From an optimization exercise on the open Yosys and OpenROAD flow, aimed at small area; shortcuts taken in it are not production practice.
Function was checked by simulation only, so behaviour that the tests miss may differ from the original.
Power and IR drop assume default switching activity.

--- flow/flow/run.sh ---
#!/bin/bash
# Layout flow: the standard layout (standard.sh, unchanged synthesis,
# floorplan, power grid, placement, routing), with two changes to how the
# layout is made:
# - the port buffers that global placement adds to every input and output
#   are the smallest buffer cell, sky130_fd_sc_hd__buf_1;
# - clock tree synthesis uses sky130_fd_sc_hd__clkbuf_8 with sink clusters
#   of up to 15 flip-flops within 40 um, and inserts no dummy loads.
# The make output goes to standard.log; each ORFS step logs under orfs/logs.
export BUFFER_PORTS_ARGS="-buffer_cell sky130_fd_sc_hd__buf_1"
export CTS_ARGS="-sink_clustering_enable -repair_clock_nets -dont_use_dummy_load -buf_list sky130_fd_sc_hd__clkbuf_8 -sink_clustering_size 15 -sink_clustering_max_diameter 40"
bash standard.sh > standard.log 2>&1
--- flow/standard.sh ---
#!/bin/bash
# synth_recipe.tcl (not shown) runs the flow's synth.tcl, then flattens the netlist and writes it again
# the make line also repeats each setting of config.mk as NAME=value (left out here)
make -C /OpenROAD-flow-scripts/flow DESIGN_CONFIG=/design/flow/config.mk WORK_HOME=/design/flow/orfs CLKGATE_MAP_FILE= SYNTH_SCRIPT=/design/flow/synth_recipe.tcl "${@:-finish}"
--- flow/config.mk ---
export PLATFORM = sky130hd
export DESIGN_NAME = raster2d
export DESIGN_NICKNAME = raster2d
export VERILOG_FILES = /design/flow/design.v
export SDC_FILE = /design/flow/constraint.sdc
export NUM_CORES = 4
export LEC_CHECK = 0
export CAP_MARGIN = 10
export CORE_MARGIN = 2
export CORE_UTILIZATION = 65
export GPL_TIMING_DRIVEN = 0
export SLEW_MARGIN = 10
--- flow/constraint.sdc ---
create_clock -name core_clock -period 20.0 [get_ports {clk}]
set_input_delay 4.0000 -clock core_clock [delete_from_list [all_inputs] [get_ports {clk}]]
set_output_delay 4.0000 -clock core_clock [all_outputs]
set_load 0.01 [all_outputs]
--- flow/design.v ---
module raster2d (
    input  wire        clk,
    input  wire        rst,
    input  wire        host_valid,
    output wire        host_ready,
    input  wire [4:0]  host_slot,
    input  wire [3:0]  host_be,
    input  wire [31:0] host_data,
    input  wire [15:0] cfg_base,
    input  wire [15:0] cfg_pitch,
    output wire        mem_req,
    output wire        mem_we,
    output wire [15:0] mem_addr,
    output wire [7:0]  mem_wdata,
    input  wire        mem_ready,
    input  wire [7:0]  mem_rdata,
    output wire        idle
);
    localparam S_IDLE = 5'd0;
    localparam S_MUL  = 5'd1;    
    localparam S_ADDB = 5'd2;    
    localparam S_ADDX = 5'd3;    
    localparam S_BIAS = 5'd4;    
    localparam S_CPY  = 5'd5;    
    localparam S_J0   = 5'd6;    
    localparam S_I0   = 5'd7;    
    localparam S_C1   = 5'd8;    
    localparam S_C3   = 5'd10;   
    localparam S_RS   = 5'd12;   
    localparam S_RDC  = 5'd13;   
    localparam S_RD   = 5'd14;   
    localparam S_WR   = 5'd15;   
    localparam S_XST  = 5'd16;   
    localparam S_INC  = 5'd17;   
    localparam S_E1   = 5'd18;   
    localparam S_E2   = 5'd19;   
    localparam S_XS   = 5'd20;   
    localparam S_DXS  = 5'd21;   
    localparam S_YS   = 5'd22;   
    localparam S_DYS  = 5'd23;   
    localparam S_XR   = 5'd24;   
    localparam S_RCY  = 5'd25;   
    localparam S_RDY  = 5'd26;   
    localparam S_RDR  = 5'd27;   
    localparam S_RSR  = 5'd28;   
    localparam S_RSW  = 5'd29;   
    localparam S_RJ   = 5'd30;   
    reg [4:0] state;
    reg [15:0] cur_x, cur_y, dest_x, dest_y, err_term, maj_cnt;
    reg        c_ypos, c_ymaj, c_xpos, c_radial;         
    reg [7:0]  bkgd_color, frgd_color, wrt_mask, rd_mask, color_cmp;
    reg [5:0]  bkgd_mix, frgd_mix;                       
    reg [11:0] rg0, rg1, rg2, rg3, rg4;
    reg [2:0]  ph;
    reg        clr;          
    reg        mix3;                                     
    reg        cmp_en, cmp_ne;
    reg [7:0]  mf_latch;
    reg [1:0]  ctype;        
    reg        tsel;         
    reg [3:0]  kcnt;
    reg [15:0] dr, sr;       
    reg [15:0] pi;           
    reg [11:0] pj;           
    reg [1:0]  eh;           
    reg        gef;          
    reg        clipf;
    reg [7:0]  sv;
    wire is_line = (ctype == 2'd0);
    wire is_bp   = ctype[1];
    wire is_patf = (ctype == 2'd3);
    wire nx      = ~c_xpos;
    wire   mfring     = host_slot == 5'd15 && host_be[1] && host_data[15:12] < 4'd5;
    assign host_ready = (state == S_IDLE) && !clr && !(mfring && host_data[14:12] != ph);
    assign idle       = (state == S_IDLE);
    wire   acc        = host_valid && host_ready;
    wire [2:0] dir = {c_ypos, c_ymaj, c_xpos};
    reg x_en, x_neg, y_en, y_neg;
    always @(*) begin
        if (c_radial) begin
            x_en  = (dir != 3'd2) && (dir != 3'd6);
            x_neg = (dir == 3'd3) || (dir == 3'd4) || (dir == 3'd5);
            y_en  = (dir != 3'd0) && (dir != 3'd4);
            y_neg = (dir == 3'd1) || (dir == 3'd2) || (dir == 3'd3);
        end else begin
            x_en  = !c_ymaj || gef;
            y_en  =  c_ymaj || gef;
            x_neg = !c_xpos;
            y_neg = !c_ypos;
        end
    end
    wire        use_d = (state != S_RCY) && (is_bp ^ (tsel || state == S_E1));
    wire [15:0] xq    = use_d ? dest_x : cur_x;
    wire [15:0] yq    = use_d ? dest_y : cur_y;
    wire [2:0]  j3    = pj[2:0] + rg0[2:0];
    wire        wrap  = c_ypos ? (j3 == 3'd7) : (j3 == 3'd0);
    wire [2:0]  i3    = pi[2:0] + maj_cnt[2:0];
    wire [2:0]  off3  = (i3 ^ {3{nx}}) + {2'b00, nx};
    wire        offs  = nx && !is_line;
    wire        cge   = !ph[2] && ph[1:0] != 2'd3;      
    reg  [15:0] a, b;
    reg         inv, cin;
    always @(*) begin
        a = 16'd0; b = 16'd0; inv = 1'b0; cin = 1'b0;
        case (state)
            S_IDLE: b = host_data[15:0];
            S_MUL:  begin
                a = (kcnt == 4'd15) ? 16'd0 : {dr[14:0], 1'b0};
                b = yq[kcnt] ? cfg_pitch : 16'd0;
            end
            S_ADDB: begin a = dr; b = cfg_base; end
            S_ADDX: begin a = dr; b = xq; end
            S_BIAS: begin a = dr; b = maj_cnt; inv = nx; cin = nx; end
            S_CPY:  a = dr;
            S_J0:   begin b = {4'd0, rg0}; inv = 1'b1; cin = 1'b1; end
            S_I0:   begin b = maj_cnt; inv = 1'b1; cin = !is_line; end
            S_C1:   begin a = ph[0] ? yq : xq; b = {4'd0, rg0}; inv = 1'b1; cin = cge; end
            S_RS:   begin
                a = sr;
                if (is_patf) b = {13'd0, off3};
                else begin b = pi; inv = nx; cin = nx; end
            end
            S_RDC, S_RD, S_WR: begin
                a = dr; b = is_line ? 16'd0 : pi; inv = offs; cin = offs;
            end
            S_XST:  begin a = xq; inv = nx; cin = c_xpos; end
            S_INC:  begin a = pi; cin = 1'b1; end
            S_E1:   begin a = err_term; b = yq; end
            S_E2:   begin a = err_term; b = maj_cnt; inv = 1'b1; cin = 1'b1; end
            S_XS:   begin a = xq; inv = x_en && x_neg; cin = x_en && !x_neg; end
            S_DXS:  begin a = dr;    inv = x_en && x_neg; cin = x_en && !x_neg; end
            S_YS:   begin a = yq; inv = y_en && y_neg; cin = y_en && !y_neg; end
            S_DYS:  begin
                a = dr; b = y_en ? cfg_pitch : 16'd0;
                inv = y_en && y_neg; cin = y_en && y_neg;
            end
            S_XR:   begin a = xq; b = maj_cnt; inv = c_xpos; cin = c_xpos; end
            S_RCY:  begin a = yq;  inv = !c_ypos; cin = c_ypos; end
            S_RDY:  begin a = yq; inv = !c_ypos; cin = c_ypos; end
            S_RDR:  begin a = dr; b = cfg_pitch; inv = !c_ypos; cin = !c_ypos; end
            S_RSR:  begin a = sr; b = cfg_pitch; inv = !c_ypos; cin = !c_ypos; end
            S_RSW:  begin
                a = sr; b = wrap ? {cfg_pitch[12:0], 3'b000} : 16'd0;
                inv = wrap && c_ypos; cin = wrap && c_ypos;
            end
            S_RJ:   begin a = {4'hF, pj}; cin = 1'b1; end
            default: ;
        endcase
    end
    wire [16:0] zs   = {1'b0, a} + {1'b0, b ^ {16{inv}}} + {16'd0, cin};
    wire [15:0] z    = zs[15:0];
    wire        cout = zs[16];
    wire [15:0] zr   = z & {16{~rst}};
    wire        ge    = eh[0] || (eh == 2'b00 && cout);
    wire [7:0] svv = is_bp ? sv : mem_rdata;
    wire [7:0] dv  = mem_rdata;
    wire       fg  = !mix3 || ((svv & rd_mask) != 8'd0);
    wire [5:0] mix = fg ? frgd_mix : bkgd_mix;
    wire [7:0] s_val = mix[5] ? svv : (mix[4] ? frgd_color : bkgd_color);
    reg  [3:0] tt;    
    always @(*) begin
        case (mix[3:0])
            4'd0:  tt = 4'b0101;    
            4'd1:  tt = 4'b0000;
            4'd2:  tt = 4'b1111;
            4'd3:  tt = 4'b1010;    
            4'd4:  tt = 4'b0011;    
            4'd5:  tt = 4'b0110;    
            4'd6:  tt = 4'b1001;
            4'd7:  tt = 4'b1100;    
            4'd8:  tt = 4'b0111;    
            4'd9:  tt = 4'b1011;    
            4'd10: tt = 4'b1101;    
            4'd11: tt = 4'b1110;    
            4'd12: tt = 4'b1000;    
            4'd13: tt = 4'b0100;    
            4'd14: tt = 4'b0010;    
            default: tt = 4'b0001;  
        endcase
    end
    reg [7:0] ropv;
    integer n;
    always @(*) begin
        for (n = 0; n < 8; n = n + 1)
            ropv[n] = tt[{s_val[n], dv[n]}];
    end
    wire [7:0] vv    = (ropv & wrt_mask) | (dv & ~wrt_mask);
    wire       cmpeq = ((s_val ^ color_cmp) & rd_mask) == 8'd0;
    wire       skip  = cmp_en && (cmpeq ^ cmp_ne);
    wire       do_wr = clipf && !skip;
    assign mem_req   = (state == S_RS) || (state == S_RDC) || (state == S_RD) ||
                       ((state == S_WR) && do_wr);
    assign mem_we    = (state == S_WR);
    assign mem_addr  = z;
    assign mem_wdata = vv;
    wire [4:0]  hs   = host_slot;
    wire [3:0]  be   = host_be;
    wire [31:0] hd   = host_data;
    wire [15:0] hdm  = hd[15:0] & {16{~rst}};
    wire [7:0]  mflo = be[0] ? hd[7:0] : mf_latch;
    wire [11:0] mfvm = {hd[11:8], mflo} & {12{~rst}};
    wire        l0   = acc && be[0];
    wire        l1   = acc && be[1];
    wire        mfc  = l1 && hs == 5'd15;
    wire [2:0]  ntype = hd[15:13];
    wire        go    = l1 && hs == 5'd6 && !hd[8] && maj_cnt != 16'd0 &&
                        (ntype == 3'd1 || ntype == 3'd2 || ntype == 3'd6 || ntype == 3'd7);
    always @(posedge clk) begin
        if (rst || (l0 && hs == 5'd5)) maj_cnt[7:0]  <= hdm[7:0];
        if (rst || (l1 && hs == 5'd5)) maj_cnt[15:8] <= hdm[15:8];
        if (rst || (l0 && hs == 5'd6)) begin
            c_ypos <= hdm[7]; c_ymaj <= hdm[6]; c_xpos <= hdm[5]; c_radial <= hdm[3];
        end
        if (rst || (l0 && hs == 5'd8))  bkgd_color <= hdm[7:0];
        if (rst || (l0 && hs == 5'd9))  frgd_color <= hdm[7:0];
        if (rst || (l0 && hs == 5'd10)) wrt_mask   <= hdm[7:0];
        if (rst || (l0 && hs == 5'd11)) rd_mask    <= hdm[7:0];
        if (rst || (l0 && hs == 5'd12)) color_cmp  <= hdm[7:0];
        if (rst || (l0 && hs == 5'd13)) bkgd_mix   <= {hdm[6:5], hdm[3:0]};
        if (rst || (l0 && hs == 5'd14)) frgd_mix   <= {hdm[6:5], hdm[3:0]};
        if (rst || (l0 && hs == 5'd15)) mf_latch   <= hdm[7:0];
        if (rst || (mfc && hd[15:12] == 4'hA)) mix3      <= mfvm[7] & mfvm[6];
        if (rst || (mfc && hd[15:12] == 4'hE)) begin cmp_en <= mfvm[8]; cmp_ne <= mfvm[7]; end
    end
    wire wx  = (state == S_XST || state == S_XR);
    wire ex  = (state == S_XS) || (wx && !is_bp);
    wire edx = wx && is_bp;
    wire ey  = (state == S_YS || state == S_RCY);
    wire edy = (state == S_RDY);
    wire ee  = (state == S_E1 || (state == S_E2 && ge));
    always @(posedge clk) begin
        if (rst || (l0 && hs == 5'd0) || ex)  cur_x[7:0]     <= zr[7:0];
        if (rst || (l1 && hs == 5'd0) || ex)  cur_x[15:8]    <= zr[15:8];
        if (rst || (l0 && hs == 5'd1) || ey)  cur_y[7:0]     <= zr[7:0];
        if (rst || (l1 && hs == 5'd1) || ey)  cur_y[15:8]    <= zr[15:8];
        if (rst || (l0 && hs == 5'd2) || edx) dest_x[7:0]    <= zr[7:0];
        if (rst || (l1 && hs == 5'd2) || edx) dest_x[15:8]   <= zr[15:8];
        if (rst || (l0 && hs == 5'd3) || edy) dest_y[7:0]    <= zr[7:0];
        if (rst || (l1 && hs == 5'd3) || edy) dest_y[15:8]   <= zr[15:8];
        if (rst || (l0 && hs == 5'd4) || ee)  err_term[7:0]  <= zr[7:0];
        if (rst || (l1 && hs == 5'd4) || ee)  err_term[15:8] <= zr[15:8];
    end
    always @(posedge clk) begin
        case (state)
            S_MUL, S_ADDB, S_ADDX, S_BIAS, S_DXS, S_DYS, S_RDR: dr <= z;
            S_CPY, S_RSR: sr <= z;
            S_RSW: if (ph == 3'd0) sr <= z;
            default: ;
        endcase
        if (state == S_I0 || state == S_INC) pi <= z;
        if (state == S_J0 || state == S_RJ) pj <= z[11:0];
        if (state == S_RDC) sv <= mem_rdata;
        if (state == S_C1) clipf <= (clipf || ph == 3'd1) && !(cout ^ cge);
        if (state == S_E2) gef <= ge;
        if (acc) eh <= {err_term[15], 1'b0};
        if (state == S_E1) begin
            if (eh != 2'b11) begin
                case ({eh[1], cout, dest_y[15]})
                    3'b000: eh <= 2'b00;
                    3'b001: eh <= 2'b10;
                    3'b010: eh <= 2'b01;
                    3'b011: eh <= 2'b00;
                    3'b110: eh <= 2'b00;
                    default: eh <= 2'b10;
                endcase
            end
        end
        if (state == S_E2 && eh == 2'b01) eh <= cout ? 2'b11 : 2'b00;
    end
    always @(posedge clk) begin
        rg0 <= rg1; rg1 <= rg2; rg2 <= rg3; rg3 <= rg4;
        rg4 <= (mfc && mfring) ? mfvm : clr ? 12'd0 : rg0;
        if (rst) begin
            ph  <= 3'd0;
            clr <= 1'b1;
        end else begin
            ph  <= (ph == 3'd4) ? 3'd0 : ph + 3'd1;
            if (ph == 3'd4) clr <= 1'b0;
        end
    end
    always @(posedge clk) begin
        if (rst) kcnt <= 4'd15;
        else if (state == S_MUL) kcnt <= kcnt - 4'd1;
    end
    always @(posedge clk) begin
        if (rst) begin
            state <= S_IDLE;
        end else begin
            case (state)
                S_IDLE: if (go) begin
                    state <= S_MUL;
                    tsel  <= hd[14];                  
                    ctype <= (hd[15:13] == 3'd1) ? 2'd0 : (hd[15:13] == 3'd2) ? 2'd1 :
                             hd[14:13];
                end
                S_MUL:  if (kcnt == 4'd0) state <= S_ADDB;
                S_ADDB: state <= S_ADDX;
                S_ADDX: state <= is_line ? S_I0 : (tsel && is_patf) ? S_CPY : S_BIAS;
                S_BIAS: state <= tsel ? S_CPY : S_J0;
                S_CPY:  begin tsel <= 1'b0; state <= S_MUL; end
                S_J0:   if (ph == 3'd0) state <= (z[11:0] == 12'd0) ? S_IDLE : S_I0;
                S_I0:   state <= S_C3;
                S_C3:   if (ph == 3'd0) state <= S_C1;    
                S_C1:   if (ph == 3'd4) state <= is_bp ? S_RS : S_RD;
                S_RS:   if (mem_ready) state <= S_RDC;
                S_RDC:  state <= mem_ready ? S_WR : S_RD;
                S_RD:   if (mem_ready) state <= S_WR;
                S_WR:   if (do_wr && !mem_ready) state <= S_RD;
                        else if (!is_line) state <= S_XST;
                        else state <= c_radial ? S_XS : S_E1;
                S_XST:  state <= S_INC;
                S_E1:   state <= S_E2;
                S_E2:   state <= S_XS;
                S_XS:   state <= S_DXS;
                S_DXS:  state <= S_YS;
                S_YS:   state <= S_DYS;
                S_DYS:  state <= S_INC;
                S_INC:  if (cout) state <= is_line ? S_IDLE : S_XR;
                        else state <= S_C3;
                S_XR:   state <= S_RCY;
                S_RCY:  state <= is_bp ? S_RDY : S_RDR;
                S_RDY:  state <= S_RDR;
                S_RDR:  state <= is_bp ? S_RSR : S_RJ;
                S_RSR:  state <= is_patf ? S_RSW : S_RJ;
                S_RSW:  if (ph == 3'd0) state <= S_RJ;
                S_RJ:   state <= cout ? S_IDLE : S_I0;
                default: state <= S_IDLE;
            endcase
        end
    end
endmodule
==> load_flow_metrics.sql, run 1 <==
INSERT INTO impl_metrics (metric_group, metric, value, unit) VALUES
('outcome', 'status', 'complete, no violations', ''),
('global_route', 'grt_start_max_net_pins', '16', ''),
('global_route', 'global_route.overflow_total', '0', ''),
('logic_synthesis', 'yosysWarningCount', '1', ''),
('routing', 'route.detailed.drc', '0', ''),
('cells_and_area', 'layout-drive-gt1-share', '0.0725', ''),
('routing', 'detail_route.iter0.violations', '2250', ''),
('sta', 'fin_setup_tns', '0', 'ns'),
('logic_synthesis', 'post_syn_area_per_cell', '11.5', 'µm²'),
('cells_and_area', 'post_layout_nonfiller_instances', '1777', ''),
('clocking', 'worst_skew_pair.late_latency', '0.59', 'ns'),
('clocking', 'cts_root_buf', 'clkbuf_8', ''),
('clocking', 'cts_sinks', '311', ''),
('global_route', 'global_route_wire_length_before_repair', '71100', 'µm'),
('floorplan', 'floorplan.die_area', '24600', 'µm²'),
('placed_design', 'placed_cells', '1736', ''),
('global_route', 'initial_antenna_violation_count', '1', ''),
('floorplan', 'floorplan.initialDensity', '0.667', ''),
('cells_and_area', 'layout.filler_cells', '1597', ''),
('floorplan', 'io_pins', '113', ''),
('worst_setup_path', 'crit_path_start', 'host_data[0]', ''),
('cells_and_area', 'relative_area_change_from_synthesis_to_final_layout', '9.55', '%'),
('sta', 'fmax', '79.2', 'MHz'),
('clocking', 'cts-htree-levels', '2', ''),
('placed_design', 'dpl-instance-area', '16100', 'µm²'),
('power', 'leakage_power_figure', '5.99', 'nW'),
('logic_synthesis', 'ys_top_cells_by_area', 'edfxtp_1 47%, dfxtp_1 9.9%, mux2i_1 3.8%, nand2_1 3.1%, a21oi_1 2.6%', ''),
('cells_and_area', 'final_util', '0.731', ''),
('clocking', 'postCtsSetupRepairBufs', '0', ''),
('logic_synthesis', 'mappedNetlistArea', '15200', 'µm²'),
('clocking', 'cts_tree', 'yes', ''),
('routing', 'avgViaCountPerCell', '7.05', ''),
('sta', 'clock-skew-final', '0.0873', 'ns'),
('clocking', 'cts_made_buffers', '40', ''),
('power', 'max-vdd-ir-drop', '0.0857', 'mV'),
('logic_synthesis', 'synth-seq-area-share', '0.565', ''),
('logic_synthesis', 'number_of_distinct_library_cells_after_synthesis', '83', ''),
('sta', 'rsz_0062_raised_after_global_routing', 'false', ''),
('floorplan', 'die_height', '157', 'µm'),
('sta', 'worst_slew_pin_slew', '1.35', 'ns'),
('logic_synthesis', 'synth_cells', '1321', ''),
('placed_design', 'dp.final_hpwl', '35100', 'µm'),
('clocking', 'ctsResizeCount', '0', ''),
('logic_synthesis', 'synth_largest_type_area_fraction', '0.467', ''),
('routing', 'number_of_iterations_in_the_first_detailed_routing_pass', '9', ''),
('routing', 'detail_route.wl_per_cell', '27.1', 'µm'),
('floorplan', 'core', '22800', 'µm²'),
('worst_setup_path', 'crit_fanout', '5', ''),
('sta', 'report.final.slew_viol_count', '0', ''),
('worst_setup_path', 'worst_ep_required_time', '16.00', 'ns'),
('worst_setup_path', 'critical_path.startpoint_type', 'primary input', ''),
('placed_design', 'finalWeightedCongestion', '1.01', ''),
('logic_synthesis', 'number_of_synthesized_flops_with_an_enable_pin', '236', ''),
('sta', 'timing.slew.headroom', '0.0969', ''),
('routing', 'drt_wl_total', '48100', 'µm'),
('min_path', 'timing.hold.worst.start', 'rg3[5]$_DFF_P_', ''),
('cells_and_area', 'mostFrequentLayoutCell', 'edfxtp_1', ''),
('global_route', 'grt.total_usage', '0.393', ''),
('routing', 'drtAntennaViolNets', '0', ''),
('clocking', 'holdBufCountCts', '0', ''),
('power', 'totalPowerFinal', '1.86', 'mW'),
('sta', 'setup-violations-final', '0', ''),
('logic_synthesis', 'synth_async_sr_flop_share', '0', ''),
('worst_setup_path', 'crit_arrival', '8.63', 'ns'),
('worst_setup_path', 'reg2reg_from', 'state[0]$_SDFFE_PP0P_', ''),
('cells_and_area', 'num-nets-final', '1578', ''),
('worst_setup_path', 'endpoint_kind', 'primary output', ''),
('clocking', 'cts.reportedPaths.clkPinSlew', '0.08', 'ns'),
('power', 'power.density', '112', 'nW/µm²'),
('clocking', 'cts_buffer_depth', '3', ''),
('logic_synthesis', 'postSynthNetCount', '1434', '');
[worst max-delay path, cell delays in order]
cell      delay (ns)
buf_1           0.14
a222oi_1        0.37
nand2_1         0.12
a21oi_1         0.27
o221ai_1        0.19
a21oi_1         0.20
xnor2_1         0.18
fa_1            0.24
inv_1           0.07
fa_1            0.46
a21o_1          0.18
a21oi_1         0.28
o21bai_1        0.13
a211o_1         0.39
a2111o_1        0.41
a31o_2          0.26
a21oi_1         0.18
xnor2_1         0.37
buf_1           0.22
[layout make-up]
class / count / area [µm²] / share of cell area
multi-input combinational: 904 / 6220 / 0.374
timing repair buffer: 102 / 458 / 0.0275
clock buffer: 40 / 551 / 0.0331
inverter: 38 / 143 / 0.00857
antenna: 1 / 2.50 / 0.000150
buffer: 68 / 285 / 0.0171
tap: 313 / 392 / 0.0235
sequential: 311 / 8590 / 0.516
[power breakdown]
group	leakage [nW]	internal [mW]	switching, mW	total [mW]
sequential	2.89	0.863	0.0512	0.914
combinational	2.81	0.182	0.381	0.563
clock	0.288	0.177	0.210	0.387
[cells by family after synthesis]
kind of cell	share of synthesized area
multiplexers	0.0528
XOR/XNOR	0.0345
buffers and inverters	0.0282
AO/OA/AOI/OAI	0.183
flip-flops	0.565
adder cells (fa/ha/maj)	0.0250
AND/OR/NAND/NOR	0.111
[cell usage after synthesis, types with 5 or more instances]
master / count
a311oi_1: 6
dfxtp_1: 75
buf_1: 6
a221oi_1: 10
ha_1: 24
a211oi_1: 10
a22o_1: 17
a221o_1: 8
edfxtp_1: 236
o22ai_1: 9
mux2_2: 10
nor3b_1: 6
a21oi_1: 80
a2111oi_0: 5
and2_1: 5
xor2_1: 32
a222oi_1: 29
o21ai_0: 58
o31ai_1: 6
clkbuf_1: 51
nor2b_1: 33
nor2_1: 91
inv_1: 36
nand2_1: 127
o21bai_1: 6
and3_1: 6
nand2b_1: 20
nand3_1: 15
mux2i_1: 57
nor3_1: 24
a31oi_1: 11
a22oi_1: 28
xnor2_1: 26
o221ai_1: 30
buf_2: 6
nor4_1: 10
a21o_1: 25
[per-layer routing]
layer	GRT usage	routed length (µm)	up-vias
li1	-	-	5358
met1	0.563	18300	5981
met2	0.579	20600	1009
met3	0.0911	6880	180
met4	0.169	2360	0
met5	0	0	-
[through the flow]
stage               hold WS [ns]  setup WS [ns]
floorplan                  0.310           8.67
global placement           0.310           7.70
detailed placement         0.312           7.66
CTS                        0.309           7.61
global route               0.312           7.28
finish                     0.309           7.37
[path summary, 6_finish.rpt]
check / cells after the start / end / slack, ns
max: 19 / mem_addr[12] / 7.37
min: 0 / rg2[5]$_DFF_P_ / 0.31
max reg2reg: 28 / err_term[9]$_DFFE_PP_ / 11.27
min reg2reg: 0 / rg2[5]$_DFF_P_ / 0.31
[registers in the layout (all words and copies together), names as in the netlist, 12 cells and up]
name	flops
cur_x	16
cur_y	16
dest_x	16
dest_y	16
dr	16
err_term	16
maj_cnt	16
pi	16
pj	12
rg0	12
rg1	12
rg2	12
rg3	12
rg4	12
sr	16
==> run 2, diff against run 1 <==
--- a/flow/design.v
+++ b/flow/design.v
@@ -199,5 +199,6 @@
     wire [15:0] hdm  = hd[15:0] & {16{~rst}};
     wire [7:0]  mflo = be[0] ? hd[7:0] : mf_latch;
-    wire [11:0] mfvm = {hd[11:8], mflo} & {12{~rst}};
+    wire [11:0] mfv  = {hd[11:8], mflo};
+    wire [11:0] mfvm = mfv & {12{~rst}};
     wire        l0   = acc && be[0];
     wire        l1   = acc && be[1];
@@ -270,5 +271,5 @@
     always @(posedge clk) begin
         rg0 <= rg1; rg1 <= rg2; rg2 <= rg3; rg3 <= rg4;
-        rg4 <= (mfc && mfring) ? mfvm : clr ? 12'd0 : rg0;
+        rg4 <= (mfc && mfring) ? mfv : clr ? 12'd0 : rg0;
         if (rst) begin
             ph  <= 3'd0;
@@ -306,5 +307,5 @@
                 S_RDC:  state <= mem_ready ? S_WR : S_RD;
                 S_RD:   if (mem_ready) state <= S_WR;
-                S_WR:   if (do_wr && !mem_ready) state <= S_RD;
+                S_WR:   if (!mem_ready) state <= S_RD;
                         else if (!is_line) state <= S_XST;
                         else state <= c_radial ? S_XS : S_E1;
==> load_flow_metrics.sql, run 2 <==
INSERT INTO impl_metrics (metric_group, metric, value, unit) VALUES
('global_route', 'grt_pass1_vias', '11007', ''),
('routing', 'detail_route.wl_per_cell', '26.9', 'µm'),
('global_route', 'initial_antenna_violation_count', '1', ''),
('routing', 'dr_total_vias', '11768', ''),
('power', 'leakage_power_figure', '5.83', 'nW'),
('global_route', 'global_route_wire_length_before_repair', '66500', 'µm'),
('worst_setup_path', 'regToRegSetupSlack', '11.02', 'ns'),
('worst_setup_path', 'timing.setup.critical_path_class', 'primary input to primary output', ''),
('sta', 'report.final.slew_viol_count', '0', ''),
('placed_design', 'placed_cells', '1640', ''),
('cells_and_area', 'num-nets-final', '1508', ''),
('sta', 'hold-worst-slack', '0.325', 'ns'),
('routing', 'route.detailed.drc', '0', ''),
('clocking', 'postCtsSetupRepairBufs', '0', ''),
('sta', 'timing.slew.headroom', '0.206', ''),
('logic_synthesis', 'ys_top_cells_by_area', 'edfxtp_1 47%, dfxtp_1 10%, mux2i_1 5.6%, o21ai_0 2.5%, nand2_1 2.3%', ''),
('clocking', 'cts_sinks', '311', ''),
('floorplan', 'floorplan.die_area', '24200', 'µm²'),
('clocking', 'cts.reportedPaths.clkPinSlew', '0.08', 'ns'),
('cells_and_area', 'mostFrequentLayoutCell', 'edfxtp_1', ''),
('worst_setup_path', 'critical_path.startpoint_type', 'primary input', ''),
('cells_and_area', 'diodes', '0', ''),
('logic_synthesis', 'synth.largest_area_cell', 'edfxtp_1', ''),
('placed_design', 'dp.final_hpwl', '33500', 'µm'),
('sta', 'fmax', '76.0', 'MHz'),
('clocking', 'cts_made_buffers', '38', ''),
('cells_and_area', 'area_taken_by_multi_input_logic_gates', '5970', 'µm²'),
('floorplan', 'floorplan.initialDensity', '0.661', ''),
('sta', 'setup-violations-final', '0', ''),
('cells_and_area', 'layout-drive-gt1-share', '0.0768', ''),
('global_route', 'grt_start_max_net_pins', '17', ''),
('power', 'power.density', '94.3', 'nW/µm²'),
('clocking', 'worst_skew_pair.late_latency', '0.56', 'ns'),
('clocking', 'cts_root_buf', 'clkbuf_8', ''),
('routing', 'drt_wl_total', '45100', 'µm'),
('cells_and_area', 'layout_common_cells', '236 x edfxtp_1, 97 x buf_1, 92 x nand2_1, 82 x mux2i_1, 78 x nor2_1', ''),
('sta', 'hold_viol', '0', ''),
('worst_setup_path', 'worst_path_most_repeated_cell', 'a21oi_1', ''),
('logic_synthesis', 'synth_async_sr_flop_share', '0', ''),
('sta', 'worst_slew_pin_slew', '1.18', 'ns'),
('sta', 'rsz_0062_raised_after_global_routing', 'false', ''),
('worst_setup_path', 'endpoint_kind', 'primary output', ''),
('logic_synthesis', 'number_of_synthesized_flops_with_an_enable_pin', '236', ''),
('routing', 'number_of_iterations_in_the_first_detailed_routing_pass', '7', ''),
('worst_setup_path', 'worst_path_max_delay_cell', 'a2111oi_0', ''),
('routing', 'detail_route.iter0.violations', '1793', ''),
('global_route', 'grt.total_usage', '0.371', ''),
('logic_synthesis', 'synth-seq-area-share', '0.575', ''),
('outcome', 'status', 'complete, no violations', ''),
('logic_synthesis', 'mappedNetlistArea', '14900', 'µm²'),
('sta', 'fin_setup_tns', '0', 'ns'),
('power', 'totalPowerFinal', '1.54', 'mW'),
('floorplan', 'row_count', '55', ''),
('sta', 'final.period_utilization', '0.658', ''),
('power', 'max-vdd-ir-drop', '0.103', 'mV'),
('routing', 'drtAntennaViolNets', '0', ''),
('floorplan', 'io_pins', '113', ''),
('logic_synthesis', 'synth_cells', '1249', ''),
('logic_synthesis', 'synth_largest_type_area_fraction', '0.475', ''),
('sta', 'final.min_clock_period', '13.16', 'ns'),
('worst_setup_path', 'cp_slowest_stage_delay', '0.76', 'ns'),
('clocking', 'cts_tree', 'yes', ''),
('clocking', 'cts-htree-levels', '2', ''),
('global_route', 'global_route.overflow_total', '0', ''),
('floorplan', 'die_height', '156', 'µm'),
('logic_synthesis', 'postSynthNetCount', '1362', ''),
('logic_synthesis', 'post_syn_area_per_cell', '12.0', 'µm²'),
('cells_and_area', 'area.sequential', '8590', 'µm²'),
('run', 'drv.max_cap_violation_count', '0', ''),
('sta', 'clock-skew-final', '0.0853', 'ns'),
('placed_design', 'port_buffers', '90', ''),
('worst_setup_path', 'worst_ep_required_time', '16.00', 'ns'),
('floorplan', 'core', '22600', 'µm²'),
('clocking', 'cts_buffer_depth', '3', ''),
('placed_design', 'finalWeightedCongestion', '0.988', ''),
('clocking', 'holdBufCountCts', '0', ''),
('clocking', 'ctsResizeCount', '0', ''),
('cells_and_area', 'relative_area_change_from_synthesis_to_final_layout', '9.36', '%'),
('cells_and_area', 'layout.filler_cells', '1632', ''),
('worst_setup_path', 'crit_fanout', '5', ''),
('logic_synthesis', 'most_numerous_cell_in_the_yosys_netlist', 'edfxtp_1', ''),
('floorplan', 'die_x_extent', '156', 'µm'),
('logic_synthesis', 'dominantRegCellSynth', 'edfxtp_1', ''),
('logic_synthesis', 'synth.ff_latch_count', '311', ''),
('routing', 'avgViaCountPerCell', '7.01', ''),
('cells_and_area', 'post_layout_nonfiller_instances', '1678', ''),
('logic_synthesis', 'number_of_distinct_library_cells_after_synthesis', '74', ''),
('worst_setup_path', 'crit_arrival', '9.16', 'ns'),
('min_path', 'hold_path_class', 'register to register', ''),
('worst_setup_path', 'timing.critical_path.cells', 'buf_1 -> a222oi_1 -> nand2_1 -> a21oi_1 -> o221ai_1 -> a21oi_2 -> xnor2_2 -> fa_1 -> inv_1 -> fa_1 -> a21o_1 -> a21oi_1 -> o21bai_1 -> a2111oi_0 -> o31ai_1 -> o311ai_0 -> nand2_1 -> a21oi_1 -> xnor2_1 -> buf_1', ''),
('logic_synthesis', 'synth_common_cells', '236 x edfxtp_1, 92 x nand2_1, 83 x mux2i_1', ''),
('logic_synthesis', 'yosysWarningCount', '1', '');
==> run 2: changes by cell type in the layout (fill, tap and decap cells not counted), moves of 14 or more <==
cell | before | now
a21o_1 | 25 | 5
a222oi_1 | 29 | 15
mux2i_1 | 57 | 82
nand3b_1 | 2 | 16
a21oi_1 | 79 | 57
nand2_1 | 127 | 92
a22oi_1 | 28 | 13
a221oi_1 | 10 | 26
==> run 2: logic make-up (layout without fill, tap and decap cells) <==
| kind of cell | count (synthesis) | after routing | share of synthesized area |
|---|---|---|---|
| muxes | 89 | 89 | 0.0641 |
| xor gates and xnor gates | 58 | 58 | 0.0345 |
| AOI/OAI and AO/OA | 347 | 347 | 0.168 |
| buffers and inverters | 102 | 246 | 0.0283 |
| and+or+nand+nor | 313 | 313 | 0.104 |
| adders and majority gates | 29 | 29 | 0.0262 |
| DFF | 311 | 311 | 0.575 |
==> run 2: worst paths after layout <==
| kind | start | end | cells past startpoint |
|---|---|---|---|
| max | host_data[0] | mem_addr[14] | 20 |
| min | rg3[0]$_DFF_P_ | rg2[0]$_DFF_P_ | 0 |
| max reg2reg | ctype[1]$_SDFFCE_PN0P_ | err_term[3]$_DFFE_PP_ | 26 |
| min reg2reg | rg3[0]$_DFF_P_ | rg2[0]$_DFF_P_ | 0 |
==> run 2: critical path: cells and delay by family <==
kind,cells,cell delay (ns)
XOR/XNOR,2,0.39
buffers and inverters,3,0.40
AO/OA/AOI/OAI,11,3.44
adder cells (fa/ha/maj),2,0.71
AND/OR/NAND/NOR,2,0.21
==> run 2: per-stage QoR <==
step,util,area (µm²),setup WS (ns)
2_1_floorplan,-,14900,8.44
3_3_place_gp,0.692,15600,7.21
3_5_place_dp,0.700,15800,7.10
4_1_cts,0.723,16300,7.07
5_1_grt,0.723,16300,6.76
6_report,0.723,16300,6.84
==> run 2: power breakdown <==
part | switching [mW] | internal, mW
registers | 0.0259 | 0.780
clock network | 0.203 | 0.169
logic | 0.242 | 0.119
total | 0.471 | 1.07
==> run 2: final cells by class <==
| class | instances | share of cell area |
|---|---|---|
| Clock buffer | 38 | 0.0320 |
| Sequential cell | 311 | 0.526 |
| Inverter | 39 | 0.00897 |
| Timing Repair Buffer | 106 | 0.0283 |
| Buffer | 63 | 0.0169 |
| Tap cell | 285 | 0.0218 |
| Multi-Input combinational cell | 836 | 0.366 |
==> run 2: layer usage <==
layer  part of all wire  up-vias  track usage  wire, µm
li1                   -     5090            -         -
met1               0.40     5667        0.553     17900
met2               0.43      885        0.546     19600
met3               0.13      126       0.0831      5950
met4              0.037        0        0.125      1670
met5                  0        -            0         0
==> run 3, diff against run 2 <==
==> flow/flow/run.sh (replaced) <==
#!/bin/bash
# Layout flow: the standard layout (standard.sh, unchanged synthesis,
# floorplan, power grid, placement, routing), with two changes to how the
# layout is made:
# - the port buffers that global placement adds to every input and output
#   are the smallest buffer cell, sky130_fd_sc_hd__buf_1;
# - clock tree synthesis uses sky130_fd_sc_hd__clkbuf_8 with sink clusters
#   of up to 18 flip-flops within 50 um, and inserts no dummy loads.
# The make output goes to standard.log; each ORFS step logs under orfs/logs.
export BUFFER_PORTS_ARGS="-buffer_cell sky130_fd_sc_hd__buf_1"
export CTS_ARGS="-sink_clustering_enable -repair_clock_nets -dont_use_dummy_load -buf_list sky130_fd_sc_hd__clkbuf_8 -sink_clustering_size 18 -sink_clustering_max_diameter 50"
bash standard.sh > standard.log 2>&1
--- a/flow/config.mk
+++ b/flow/config.mk
@@ -8,5 +8,5 @@
 export CAP_MARGIN = 10
 export CORE_MARGIN = 2
-export CORE_UTILIZATION = 65
+export CORE_UTILIZATION = 72
 export GPL_TIMING_DRIVEN = 0
 export SLEW_MARGIN = 10
==> load_flow_metrics.sql, run 3 <==
INSERT INTO impl_metrics (metric_group, metric, value, unit) VALUES
('outcome', 'status', 'complete, no violations', ''),
('logic_synthesis', 'ys_top_cells_by_area', 'edfxtp_1 47%, dfxtp_1 10%, mux2i_1 5.6%, o21ai_0 2.5%, nand2_1 2.3%', ''),
('sta', 'worst_slew_pin_slew', '1.21', 'ns'),
('sta', 'setup-violations-final', '0', ''),
('worst_setup_path', 'crit_arrival', '9.29', 'ns'),
('clocking', 'postCtsSetupRepairBufs', '0', ''),
('global_route', 'grt_pass1_vias', '11564', ''),
('routing', 'detail_route.wl_per_cell', '28.0', 'µm'),
('sta', 'hold-worst-slack', '0.326', 'ns'),
('power', 'leakage_power_figure', '5.75', 'nW'),
('cells_and_area', 'relative_area_change_from_synthesis_to_final_layout', '8.16', '%'),
('worst_setup_path', 'critPathBufInv', '3', ''),
('floorplan', 'io_pins', '113', ''),
('sta', 'final.period_utilization', '0.665', ''),
('global_route', 'grt_start_max_net_pins', '19', ''),
('placed_design', 'placed_cells', '1625', ''),
('logic_synthesis', 'dominantRegCellSynth', 'edfxtp_1', ''),
('clocking', 'cts_sinks', '311', ''),
('logic_synthesis', 'synth_largest_type_area_fraction', '0.475', ''),
('clocking', 'cts.reportedPaths.clkPinSlew', '0.10', 'ns'),
('logic_synthesis', 'postSynthNetCount', '1362', ''),
('cells_and_area', 'layout_common_cells', '236 x edfxtp_1, 97 x buf_1, 92 x nand2_1, 82 x mux2i_1, 78 x nor2_1', ''),
('min_path', 'hold_path_class', 'register to register', ''),
('logic_synthesis', 'yosys.area_share.adder', '0.0262', ''),
('global_route', 'global_route_wire_length_before_repair', '68700', 'µm'),
('worst_setup_path', 'worst_ep_required_time', '16.00', 'ns'),
('global_route', 'global_route.overflow_total', '0', ''),
('logic_synthesis', 'synth_cells', '1249', ''),
('worst_setup_path', 'endpoint_kind', 'primary output', ''),
('placed_design', 'dpl-instance-area', '15800', 'µm²'),
('global_route', 'met1_usage', '0.581', ''),
('cells_and_area', 'layout.filler_cells', '1259', ''),
('run', 'drv.max_cap_violation_count', '0', ''),
('sta', 'clock-skew-final', '0.0459', 'ns'),
('global_route', 'grt.total_usage', '0.421', ''),
('logic_synthesis', 'synth.largest_area_cell', 'edfxtp_1', ''),
('clocking', 'cts_buffer_depth', '3', ''),
('global_route', 'globalRoute.busiestLayer', 'met2', ''),
('logic_synthesis', 'number_of_synthesized_flops_with_an_enable_pin', '236', ''),
('worst_setup_path', 'critical_path.startpoint_type', 'primary input', ''),
('placed_design', 'dp.final_hpwl', '34200', 'µm'),
('global_route', 'grt_util_met3', '0.131', ''),
('routing', 'avgViaCountPerCell', '7.36', ''),
('logic_synthesis', 'post_synth_and_or_nand_nor_area_fraction', '0.104', ''),
('worst_setup_path', 'cp_slowest_stage_delay', '0.88', 'ns'),
('logic_synthesis', 'synth_async_sr_flop_share', '0', ''),
('sta', 'final.min_clock_period', '13.29', 'ns'),
('worst_setup_path', 'regToRegSetupSlack', '11.07', 'ns'),
('clocking', 'cts_tree', 'yes', ''),
('cells_and_area', 'diodes', '0', ''),
('floorplan', 'die_height', '148', 'µm'),
('floorplan', 'floorplan.initialDensity', '0.735', ''),
('logic_synthesis', 'post_syn_area_per_cell', '12.0', 'µm²'),
('floorplan', 'core', '20300', 'µm²'),
('cells_and_area', 'area.sequential', '8590', 'µm²'),
('clocking', 'holdBufCountCts', '0', ''),
('clocking', 'cts_root_buf', 'clkbuf_8', ''),
('logic_synthesis', 'number_of_distinct_library_cells_after_synthesis', '74', ''),
('logic_synthesis', 'synth_common_cells', '236 x edfxtp_1, 92 x nand2_1, 83 x mux2i_1', ''),
('global_route', 'initial_antenna_violation_count', '1', ''),
('worst_setup_path', 'timing.setup.critical_path_class', 'primary input to primary output', ''),
('worst_setup_path', 'cp_top_family', 'compound AO/OA/AOI/OAI gates', ''),
('clocking', 'cts-htree-levels', '1', ''),
('routing', 'drtAntennaViolNets', '0', ''),
('power', 'max-vdd-ir-drop', '0.0866', 'mV'),
('worst_setup_path', 'crit_fanout', '5', ''),
('logic_synthesis', 'synth-seq-area-share', '0.575', ''),
('sta', 'report.final.slew_viol_count', '0', ''),
('sta', 'fmax', '75.2', 'MHz'),
('sta', 'fin_setup_tns', '0', 'ns'),
('logic_synthesis', 'synth_top_family_by_area', 'compound AO/OA/AOI/OAI gates', ''),
('placed_design', 'port_buffers', '90', ''),
('sta', 'hold_viol', '0', ''),
('logic_synthesis', 'synth.ff_latch_count', '311', ''),
('logic_synthesis', 'most_numerous_cell_in_the_yosys_netlist', 'edfxtp_1', ''),
('cells_and_area', 'post_layout_nonfiller_instances', '1651', ''),
('placed_design', 'finalWeightedCongestion', '0.993', ''),
('floorplan', 'row_count', '52', ''),
('floorplan', 'floorplan.die_area', '21900', 'µm²'),
('floorplan', 'die_x_extent', '148', 'µm'),
('sta', 'rsz_0062_raised_after_global_routing', 'false', ''),
('power', 'power.density', '92.1', 'nW/µm²'),
('logic_synthesis', 'synth_compound_gate_area_share', '0.168', ''),
('clocking', 'cts_made_buffers', '26', ''),
('logic_synthesis', 'synth_xor_area_frac', '0.0345', ''),
('sta', 'timing.slew.headroom', '0.184', ''),
('worst_setup_path', 'timing.critical_path.cells', 'buf_1 -> a222oi_1 -> nand2_1 -> a21oi_1 -> o221ai_1 -> a21oi_2 -> xnor2_2 -> fa_1 -> inv_1 -> fa_1 -> a21o_1 -> a21oi_1 -> o21bai_1 -> a2111oi_0 -> o31ai_1 -> o311ai_0 -> nand2_1 -> a21oi_1 -> xnor2_1 -> buf_1', ''),
('routing', 'detail_route.iter0.violations', '2429', ''),
('logic_synthesis', 'mappedNetlistArea', '14900', 'µm²'),
('global_route', 'global_route.usage.met2', '0.630', ''),
('routing', 'drt_wl_total', '46200', 'µm'),
('cells_and_area', 'finalInstanceArea', '16100', 'µm²'),
('routing', 'route.detailed.drc', '0', ''),
('routing', 'dr_total_vias', '12147', ''),
('worst_setup_path', 'worst_path_max_delay_cell', 'a2111oi_0', ''),
('cells_and_area', 'num-nets-final', '1496', ''),
('worst_setup_path', 'worst_path_most_repeated_cell', 'a21oi_1', ''),
('cells_and_area', 'layout-drive-gt1-share', '0.0695', ''),
('routing', 'number_of_iterations_in_the_first_detailed_routing_pass', '6', ''),
('logic_synthesis', 'yosysWarningCount', '1', ''),
('logic_synthesis', 'synth.mux.area_fraction', '0.0641', ''),
('clocking', 'ctsResizeCount', '0', ''),
('clocking', 'worst_skew_pair.late_latency', '0.59', 'ns'),
('cells_and_area', 'area_taken_by_multi_input_logic_gates', '5980', 'µm²'),
('cells_and_area', 'mostFrequentLayoutCell', 'edfxtp_1', '');
[run 3: cell counts after synthesis]
No cell type changed its count.
[run 3: report_power, final]
part | total (mW) | internal, mW | switching, mW
registers | 0.807 | 0.780 | 0.0275
clock network | 0.307 | 0.116 | 0.191
logic | 0.372 | 0.119 | 0.253
total | 1.49 | 1.01 | 0.472
[run 3: kinds of logic (layout without fill, tap and decap cells)]
| group | count (synthesis) | count (layout) |
|---|---|---|
| compound gates | 347 | 347 |
| mux | 89 | 89 |
| xor+xnor | 58 | 58 |
| simple gates | 313 | 313 |
| flops | 311 | 311 |
| buf+inv | 102 | 234 |
| fa+ha+maj | 29 | 29 |
[run 3: area by class of cell]
type,instances,area share
sequential,311,0.532
buffer,63,0.0171
clock buffer,26,0.0222
inverter,39,0.00907
tap,270,0.0209
timing repair buffer,106,0.0286
multi-input combinational,836,0.370
[run 3: final timing paths]
kind,startpoint,endpoint,cells after the start
worst min register to register,rg2[3]$_DFF_P_,rg1[3]$_DFF_P_,0
worst max-delay path,host_data[0],mem_addr[14],20
worst max register to register,state[1]$_SDFFE_PP0P_,err_term[6]$_DFFE_PP_,29
worst min-delay path,rg2[3]$_DFF_P_,rg1[3]$_DFF_P_,0
[run 3: metrics by stage]
step	setup WS (ns)	utilization	power (mW)
global placement	7.19	0.769	1.15
detailed placement	7.12	0.777	1.17
floorplan	8.44	-	1.04
finish	6.71	0.795	1.49
global route	6.32	0.795	1.53
CTS	6.94	0.795	1.46
[run 3: per-layer routing]
layer / part of all wire / vias to the layer above / wire, µm
li1: - / 5074 / -
met1: 0.36 / 5736 / 16400
met2: 0.43 / 1126 / 19900
met3: 0.16 / 211 / 7520
met4: 0.051 / 0 / 2380
met5: 0 / - / 0
[run 3: worst register-to-register path, delay by kind of cell, from the launching register on]
| family | cells | cell delay, ns |
|---|---|---|
| AO/OA/AOI/OAI | 13 | 3.77 |
| multiplexers | 3 | 1.30 |
| AND/OR/NAND/NOR | 4 | 1.25 |
| buffers and inverters | 5 | 1.04 |
| adder cells (fa/ha/maj) | 2 | 0.70 |
| XOR/XNOR | 2 | 0.34 |
| flip-flops | 1 | 0.31 |

[what the ideal ports hide]
The results above use ideal ports. As a check the final layouts listed here were re-extracted and re-timed, cells and wires unchanged.
Step 1: set_driving_cell puts a clkbuf_16 on clk and a buf_2 on each other input, an assumption about the parent block.
Step 2 times the ports against the registers' clock, not the clock port: input delays grow and output delays shrink by t, the midpoint of the rising clock arrivals with the driver on.
Three values: no drivers, after step 1, after step 2; two values: the first two.
run | t, ns | setup slack, ns | pins driven straight from the clock port
run 1 | 0.590 | 7.369 / 7.346 / 7.346 | 1
run 2 | 0.568 | 6.841 / 6.812 / 6.812 | 1
run 3 | 0.613 | 6.705 / 6.676 / 6.676 | 1
After both steps every run listed still meets setup and hold.
